This is an optimization exercise on Yosys and OpenROAD, whose aim is small area, not a production implementation.
Only simulation tests tie the RTL to the original design; equivalence was not proved.
Power figures rest on the tool's default switching activity, not on a simulated workload.

Design brew_core, start of the top module:
module brew_core (
    input  wire        clk,
    input  wire        rst,
    output wire        rx_poll,
    input  wire        rx_valid,
    input  wire [7:0]  rx_data,
    input  wire        rx_err,
    output wire        tx_valid,
    output wire [7:0]  tx_data,
    output wire        tx_last,
    input  wire        tx_ready,
    input  wire        tx_err,
    input  wire [31:0] time_now,
    input  wire        h_sel,
    input  wire        h_we,
    input  wire [2:0]  h_idx,
    input  wire [15:0] h_wdata,
    output reg  [31:0] h_rdata,
    output wire        st_idle,
    output wire        st_running
);
    localparam [2:0] RS_IDLE = 3'd0, RS_RUN = 3'd1, RS_FOPEN = 3'd3, RS_FCLOSE = 3'd4, RS_TEST = 3'd5;
    localparam [2:0] T_TOP = 3'd0, T_WRITE = 3'd1, T_WAIT = 3'd2, T_DONE = 3'd3, T_DIV = 3'd4, T_SLEEP = 3'd5;
    localparam [1:0] R_OK = 2'b00, R_NORESP = 2'b10, R_TERR = 2'b11;    
    reg [2:0]  rs;
    reg [2:0]  st;
    reg        fl;               
    reg [1:0]  sres;             
    reg [5:0]  cnt;              
    reg [3:0]  pos;
    reg [15:0] target_flow;
    reg        stop_flag, flow_valid, link_ok, test_done, dir_open;
    reg [1:0]  last_res;
    reg [31:0] last_sample_time;
    reg [25:0] flow_out;
    reg [27:0] dq;               
    reg [27:0] rr;               
    reg [27:0] ee;               
    reg        e_nq;             
    reg        e_zero;
    wire host_wr = h_sel && h_we;
    wire wr_tgt  = host_wr && (h_idx == 3'd0);
    wire wr_cmd  = host_wr && (h_idx == 3'd1);
    wire [2:0] op = h_wdata[2:0];
    wire is_idle = (rs == RS_IDLE);
    wire is_run  = (rs == RS_RUN);
    wire is_test = (rs == RS_TEST);
    wire is_fo   = (rs == RS_FOPEN);
    wire is_os   = is_fo || (rs == RS_FCLOSE);
    wire [15:0] tgt_eff  = wr_tgt ? h_wdata : target_flow;
    wire        stop_req = wr_cmd && (op == 3'd2) && is_run;
    wire        stop_eff = stop_flag || stop_req;
    wire [15:0] status = {5'd0, 1'b0, last_res, 1'b0, flow_valid, test_done, link_ok, stop_flag, rs};
    wire [7:0] pos25 = (pos == 4'd1) ? 8'd25  : (pos == 4'd2) ? 8'd50  :
                       (pos == 4'd3) ? 8'd75  : (pos == 4'd4) ? 8'd100 :
  ...
Size: ~1500 cells after synthesis, ~210 flip-flops, ~110 I/O pins, about 12000 sq um of cells after synthesis.
clock: 20.0 ns
lec_check: 0
cap_margin: 40
cell_pad_in_sites_detail_placement: 1
cell_pad_in_sites_global_placement: 2
core_margin: 2
core_utilization: 40
place_density: 0.6
slew_margin: 40
synth_memory_max_bits: 4096
standard.sh (not shown) runs the stock make flow with config.mk's settings and CLKGATE_MAP_FILE= SYNTH_SCRIPT=/design/flow/synth_recipe.tcl, a recipe that flattens the netlist after the stock synthesis.
==> flow/flow/run.sh <==
#!/bin/bash
# The standard layout (standard.sh) with these changes:
#  - synthesis: an area-oriented ABC script (flow/abc_small.script) and no
#    full/half-adder cell extraction (ADDER_MAP_FILE empty); everything else
#    is synth_recipe.tcl unchanged, so the registers are the standard ones,
#  - each port gets the smallest buffer (buf_1),
#  - the clock tree uses small clock buffers and no dummy loads.
# Each tool's output is in standard.log and in the ORFS logs under orfs/logs.
set -e
F=$PWD/flow
sed "s#SYNTH_SCRIPT=[^ ]*#SYNTH_SCRIPT=$F/my_synth.tcl ADDER_MAP_FILE=#" standard.sh > my_standard.sh
export BUFFER_PORTS_ARGS="-buffer_cell sky130_fd_sc_hd__buf_1"
export CTS_ARGS="-sink_clustering_enable -repair_clock_nets -dont_use_dummy_load -buf_list {sky130_fd_sc_hd__clkbuf_4} -root_buf sky130_fd_sc_hd__clkbuf_4 -sink_clustering_size 8 -sink_clustering_max_diameter 80"
bash my_standard.sh > standard.log 2>&1
==> flow/flow/abc_small.script <==
strash
dch -f
amap
==> flow/flow/my_synth.tcl <==
# The standard synthesis (synth_recipe.tcl), with an area-oriented ABC script
set ::my_flow_dir [file dirname [file normalize [info script]]]
proc abc {args} {
  set i [lsearch -exact $args -script]
  if { $i >= 0 } {
    lset args [expr { $i + 1 }] [file join $::my_flow_dir abc_small.script]
  }
  yosys abc {*}$args
}
source [file join [file dirname $::my_flow_dir] synth_recipe.tcl]
==> next run, changes <==
--- a/flow/design.v
+++ b/flow/design.v
@@ -95,30 +95,12 @@
         for (i = 0; i < W; i = i + 1) begin : g
             assign c[i+1] = (~a[i] & b[i]) | (~(a[i] ^ b[i]) & c[i]);
         end
     endgenerate
     assign lt = c[W];
 endmodule
-module brew_sub #(parameter integer W = 8) (
-    input  wire [W-1:0] a,
-    input  wire [W-1:0] b,
-    output wire [W-1:0] d,
-    output wire         nb
-);
-    wire [W:0] c;      
-    assign c[0] = 1'b1;
-    genvar i;
-    generate
-        for (i = 0; i < W; i = i + 1) begin : g
-            wire x = a[i] ^ b[i];
-            assign d[i]   = ~(x ^ c[i]);
-            assign c[i+1] = x ? a[i] : c[i];
-        end
-    endgenerate
-    assign nb = c[W];
-endmodule
 module brew_core (
     input  wire        clk,
     input  wire        rst,
     output wire        rx_poll,
     input  wire        rx_valid,
     input  wire [7:0]  rx_data,
@@ -202,25 +184,25 @@
     brew_rx u_rx (
         .clk(clk), .rst(rst), .step(rx_step), .b(rx_data), .kind(kind),
         .match(match), .shift(rx_shift)
     );
     wire [31:0] ne;
     wire        ne_c;
-    brew_sub #(32) u_e (.a(last_sample_time), .b(time_now), .d(ne), .nb(ne_c));
+    brew_add #(32) u_e (.a(last_sample_time), .b(~time_now), .cin(1'b1), .s(ne), .cout(ne_c));
     wire        ne_lo_nz = (ne[27:0] != 28'd0);
     wire        e_is0  = !ne_lo_nz && (ne[31:28] == 4'd0);
     wire        e_small = (ne[31:2] == 30'h3FFFFFFF) && (ne[1:0] != 2'd0);    
     wire        e_is1  = e_small && (ne[1:0] == 2'd3);
     wire [1:0]  e_lo   = {ne[1] ^ ne[0], ne[0]};                            
     wire [15:0] pulses = ee[15:0];
     wire [17:0] p3;
     wire [22:0] m125;
     wire        p3_c, m125_c;
     brew_add #(17) u_p3 (.a({1'b0, pulses}), .b({pulses, 1'b0}), .cin(1'b0), .s(p3[16:0]), .cout(p3_c));
     assign p3[17] = p3_c;
-    brew_sub #(23) u_m125 (.a({pulses, 7'd0}), .b({5'd0, p3}), .d(m125), .nb(m125_c));
+    brew_add #(23) u_m125 (.a({pulses, 7'd0}), .b(~{5'd0, p3}), .cin(1'b1), .s(m125), .cout(m125_c));
     wire        q27    = e_is1 && m125[22];
     wire        r1     = m125[22] && !e_is1;
     wire [1:0]  s2     = {r1, m125[21]};
     wire        q26    = e_small && (s2 >= e_lo);
     wire [1:0]  r2     = q26 ? (s2 - e_lo) : s2;
     wire [27:0] dv_sh  = {rr[26:0], dq[27]};
@@ -228,13 +210,13 @@
     wire        dv_nb;
     brew_add #(28) u_dv (.a(dv_sh), .b(ee), .cin(1'b0), .s(dv_sub), .cout(dv_nb));
     wire        dv_ge  = dv_nb && !e_nq;
     wire        rem_nz = (rr != 28'd0);
     wire [18:0] qb;              
     wire        qb_c;            
-    brew_sub #(19) u_qb (.a(dq[18:0]), .b({3'b0, tgt_eff}), .d(qb), .nb(qb_c));
+    brew_add #(19) u_qb (.a(dq[18:0]), .b(~{3'b0, tgt_eff}), .cin(1'b1), .s(qb), .cout(qb_c));
     wire        q_hi_nz = (dq[27:19] != 9'd0);
     wire        q_ge_t  = qb_c || q_hi_nz;                               
     wire        b_hi_nz = q_hi_nz && (qb_c || (dq[27:20] != 8'd0));     
     wire        lt2, gt8;
     brew_lt #(16) u_lt2 (.a(qb[16:1]), .b(tgt_eff), .cin(1'b0), .lt(lt2));
     brew_lt #(17) u_gt8 (.a({1'b0, tgt_eff}), .b(qb[18:2]), .cin((qb[1:0] != 2'd0) || rem_nz), .lt(gt8));
Outcome:
- clock skew went up by 32 ps
- first-iteration DRC count went down by 5.6%
- final cell count went up by 0.35%
- area after synthesis went up by 0.38%
- utilization went up by 0.17 points
- clock-buffer cell count is unchanged
- total power went up by 18%
- setup slack improves by 200 ps
- die area went up by 0.37%
- maximum frequency went up by 1.7%
- clock power hardly moves
- worst hold slack improves by 13 ps

## re-timing with driven ports
No port has a modelled driver above. Below, the same layouts with a new extraction and two added sets of constraints. Step 1 sets driving cells, clkbuf_16 on the clock port and buf_2 on the other inputs (assumed; they add their load-dependent delay and slew). Step 2 times the ports against the registers' clock, not the clock port: input delays grow and output delays shrink by t, the midpoint of the rising clock arrivals with the driver on. Slacks: ideal / step 1 / step 2; pairs: ideal / step 1.
run	t (ns)	setup slack, ns	hold slack, ns	worst data-port slew with drivers (ns)	cell pins on the clock port's net
the first run	0.742	7.864 / 7.888 / 7.146	0.450 / 0.450 / 0.450	0.04	1
the second run	0.719	8.063 / 8.084 / 7.365	0.463 / 0.463 / 0.463	0.05	1
After both steps every run listed still meets setup and hold. For the first run, which loses most, drivers alone change the setup slack by +0.024 ns; drivers and shift together by -0.718 ns.
